What follows belongs to an exercise in optimizing a design on an open flow for small area, a short achievable clock period and few clock cycles; a production flow would make more cautious choices.
At most, simulation tests tie the RTL to the original design; equivalence was not proved.
Power and IR drop assume default switching activity.

// frame_codec
module frame_codec (
    input  wire       clk,
    input  wire       rst,
    input  wire       enc_valid,
    input  wire [7:0] enc_data,
    output wire       enc_ready,
    output wire       tx_valid,
    output wire [7:0] tx_data,
    output wire       tx_last,
    input  wire       tx_ready,
    input  wire       rx_valid,
    input  wire [7:0] rx_data,
    input  wire       rx_last,
    output wire       rx_ready,
    output wire       body_valid,
    output wire [7:0] body_data,
    input  wire       body_ready,
    output wire       res_valid,
    output wire [2:0] res_cause,
    input  wire       res_ready
);
export LEC_CHECK = 0
export ABC_AREA = 1
export ABC_CLOCK_PERIOD_IN_PS = 2000
export CAP_MARGIN = 20
export CORE_MARGIN = 2
export CORE_UTILIZATION = 40
export SETUP_SLACK_MARGIN = 2.2
export SLEW_MARGIN = 20
export BUFFER_PORTS_ARGS = -buffer_cell sky130_fd_sc_hd__buf_1
export CTS_ARGS = -sink_clustering_enable -repair_clock_nets -buf_list sky130_fd_sc_hd__clkbuf_8 -dont_use_dummy_load
create_clock -name core_clock -period 4.0 [get_ports {clk}]
standard.sh (not shown) runs the stock make flow with config.mk's settings and CLKGATE_MAP_FILE= SYNTH_SCRIPT=/design/flow/synth_recipe.tcl, a recipe that flattens the netlist after the stock synthesis.
==> flow/flow/run.sh <==
#!/bin/bash
# Standard ORFS layout with small port buffers and no CTS dummy loads.
set -euo pipefail
cat >> config.mk <<'CFG'
export BUFFER_PORTS_ARGS = -buffer_cell sky130_fd_sc_hd__buf_1
export CTS_ARGS = -sink_clustering_enable -repair_clock_nets -buf_list sky130_fd_sc_hd__clkbuf_8 -dont_use_dummy_load
CFG
bash standard.sh > standard.log 2>&1
Rerun with:
--- a/flow/design.v
+++ b/flow/design.v
@@ -1,14 +1,13 @@
 module crc16_serial (
     input  wire [15:0] crc,
     input  wire [7:0]  din,
-    input  wire        feed,
     output wire [15:0] nxt
 );
-    wire [7:0] x0 = (crc[15:8] ^ din) & {8{feed}};
+    wire [7:0] x0 = crc[15:8] ^ din;
     wire [7:0] x  = x0 ^ {4'h0, x0[7:4]};
     assign nxt = {crc[7:0], 8'h00} ^ {x[3:0], 12'h000} ^ {3'b000, x, 5'b00000} ^ {8'h00, x};
 endmodule
 module frame_encoder (
     input  wire       clk,
     input  wire       rst,
     input  wire       in_valid,
@@ -32,34 +31,56 @@
     reg         pend;        
     reg         pb;          
     reg  [15:0] crc;
     wire [15:0] crc_nxt;
     reg         sk_valid;
     reg  [7:0]  sk_data;
     reg         sk_last;
-    crc16_serial u_crc (.crc(crc), .din(in_data), .feed(body_state && !rst), .nxt(crc_nxt));
+    crc16_serial u_crc (.crc(crc), .din(in_data), .nxt(crc_nxt));
     wire body_state = (state == E_OP) || (state == E_LEN) || (state == E_PAY);
     wire room       = !sk_valid;
     wire   take     = in_valid && in_ready;
     wire res_in = (in_data[7:2]  == 6'b011111) && (in_data[1]  ^ in_data[0]);
     wire res_lo = (crc[7:2]      == 6'b011111) && (crc[1]      ^ crc[0]);
     wire res_hi = (crc[15:10]    == 6'b011111) && (crc[9]      ^ crc[8]);
-    wire       crcl  = (state == E_CRCL);
-    wire       crch  = (state == E_CRCH);
-    wire [7:0] src   = pend                ? {6'b011111, !pb, pb} :
-                       (state == E_START)  ? START :
-                       crcl                ? crc[7:0] :
-                       crch                ? crc[15:8] : in_data;
-    wire       esc   = !pend && (crcl ? res_lo : crch ? res_hi : (body_state && res_in));
-    wire [7:0] g_data  = {src[7:2], src[1] && !esc, src[0] || esc};
-    wire       g_valid = pend || crcl || crch || in_valid;
-    wire       g_last  = pend ? (state == E_START) : (crch && !res_hi);
+    reg       g_valid;
+    reg [7:0] g_data;
+    reg       g_last;
+    always @(*) begin
+        g_valid = 1'b0;
+        g_last  = 1'b0;
+        if (pend) begin
+            g_valid = 1'b1;
+            g_data  = {6'b011111, !pb, pb};
+            g_last  = (state == E_START);    
+        end else case (state)
+            E_START: begin
+                g_valid = in_valid;
+                g_data  = START;
+            end
+            E_CRCL: begin
+                g_valid = 1'b1;
+                g_data  = res_lo ? ESC : crc[7:0];
+            end
+            E_CRCH: begin
+                g_valid = 1'b1;
+                g_data  = res_hi ? ESC : crc[15:8];
+                g_last  = !res_hi;
+            end
+            default: begin
+                g_valid = in_valid;
+                g_data  = res_in ? ESC : in_data;
+            end
+        endcase
+    end
     wire make = room && g_valid;
     always @(posedge clk) begin
-        if (take || rst || (state == E_START) || (crch && make && !pend))
+        if (state == E_START)
+            crc <= 16'h0000;
+        else if (take)
             crc <= crc_nxt;
     end
     always @(posedge clk) begin
         if (take) begin
             if (state == E_LEN) remain <= in_data;
             else                remain <= remain - 8'd1;
         end
@@ -166,16 +187,15 @@
     reg         lo_ok;       
     reg  [15:0] crc;
     wire [15:0] crc_nxt;
     reg         bs_valid;
     reg  [7:0]  bs_data;
     reg         rs_valid;
     reg  [2:0]  rs_cause;
-    wire crc_feed;
-    crc16_serial u_crc (.crc(crc), .din(rx_data), .feed(crc_feed), .nxt(crc_nxt));
+    crc16_serial u_crc (.crc(crc), .din(rx_data), .nxt(crc_nxt));
     wire   take     = rx_valid && rx_ready;
     wire in_frame   = (dph == D_OP) || (dph == D_LEN) || (dph == D_PAY) ||
                       (dph == D_CRCL) || (dph == D_CRCH);
     wire body_ph    = (dph == D_OP) || (dph == D_LEN) || (dph == D_PAY);
     wire is_esc     = (rx_data == ESC);
     wire is_content = in_frame && (escf || !is_esc);
     wire is_body    = body_ph && (escf || !is_esc);
@@ -193,18 +213,18 @@
         D_DONE:  dph_nxt = D_ELEN;
         default: ;
         endcase
     end
     wire [2:0] cause_nxt = dph_nxt[3] ? dph_nxt[2:0] : C_TRUNC;
     wire push_b = take && is_body;
     wire push_r = take && rx_last;
-    wire crc_shift = rst || (take && (rx_last || (dph == D_START)));
-    assign crc_feed = !rst && !rx_last && (dph != D_START);
-    always @(posedge clk) begin
-        if (push_b || crc_shift)
+    always @(posedge clk) begin
+        if (dph == D_START)
+            crc <= 16'h0000;
+        else if (push_b)
             crc <= crc_nxt;
     end
     always @(posedge clk) begin
         if (take && is_content) begin
             if (dph == D_LEN) remain <= rx_data;
             else              remain <= remain - 8'd1;
             lo_ok <= (crc[7:0] == rx_data);
What happened: The changed run passed the timing, DRC and antenna checks; clock skew barely changes; core utilization rose by 0.77 points; final area climbs by 1.2%; setup slack got worse by 25 ps; via count is higher by 11%; non-clock buffer count went up by 9; wire length rose by 15%; die area is lower by 1.3%; hold slack hardly moves; total power drops by 9.0%.
Testbench counts after the change, summed over its fixed seeds: cycles 4,443.
No functional check of the RTL was part of the first run of this note.

## static timing again, ports no longer ideal
Ports are ideal in the flow. The routed layouts listed here were re-timed in OpenROAD. Step 1 assumes that a clkbuf_16 drives the clock port and a buf_2 every other input. Step 2 also shifts input and output timing later by t, the mid clock arrival at the registers, as if the neighbouring blocks saw the same clock. Slacks: ideal ports / drivers / drivers and shift; pairs: ideal ports / drivers.
| run | shift t [ns] | slack for setup (ns) | latest minus earliest clock arrival (ns) | pins driven straight from the clock port |
|---|---|---|---|---|
| the first run | 0.407 | 2.239 / 2.240 / 1.839 | 0.027 / 0.028 | 1 |
| the second run | 0.417 | 2.213 / 2.221 / 1.804 | 0.029 / 0.029 | 1 |
After both steps every run listed still meets setup and hold. For the second run, which loses most, drivers alone change the setup slack by +0.008 ns; drivers and shift together by -0.409 ns.
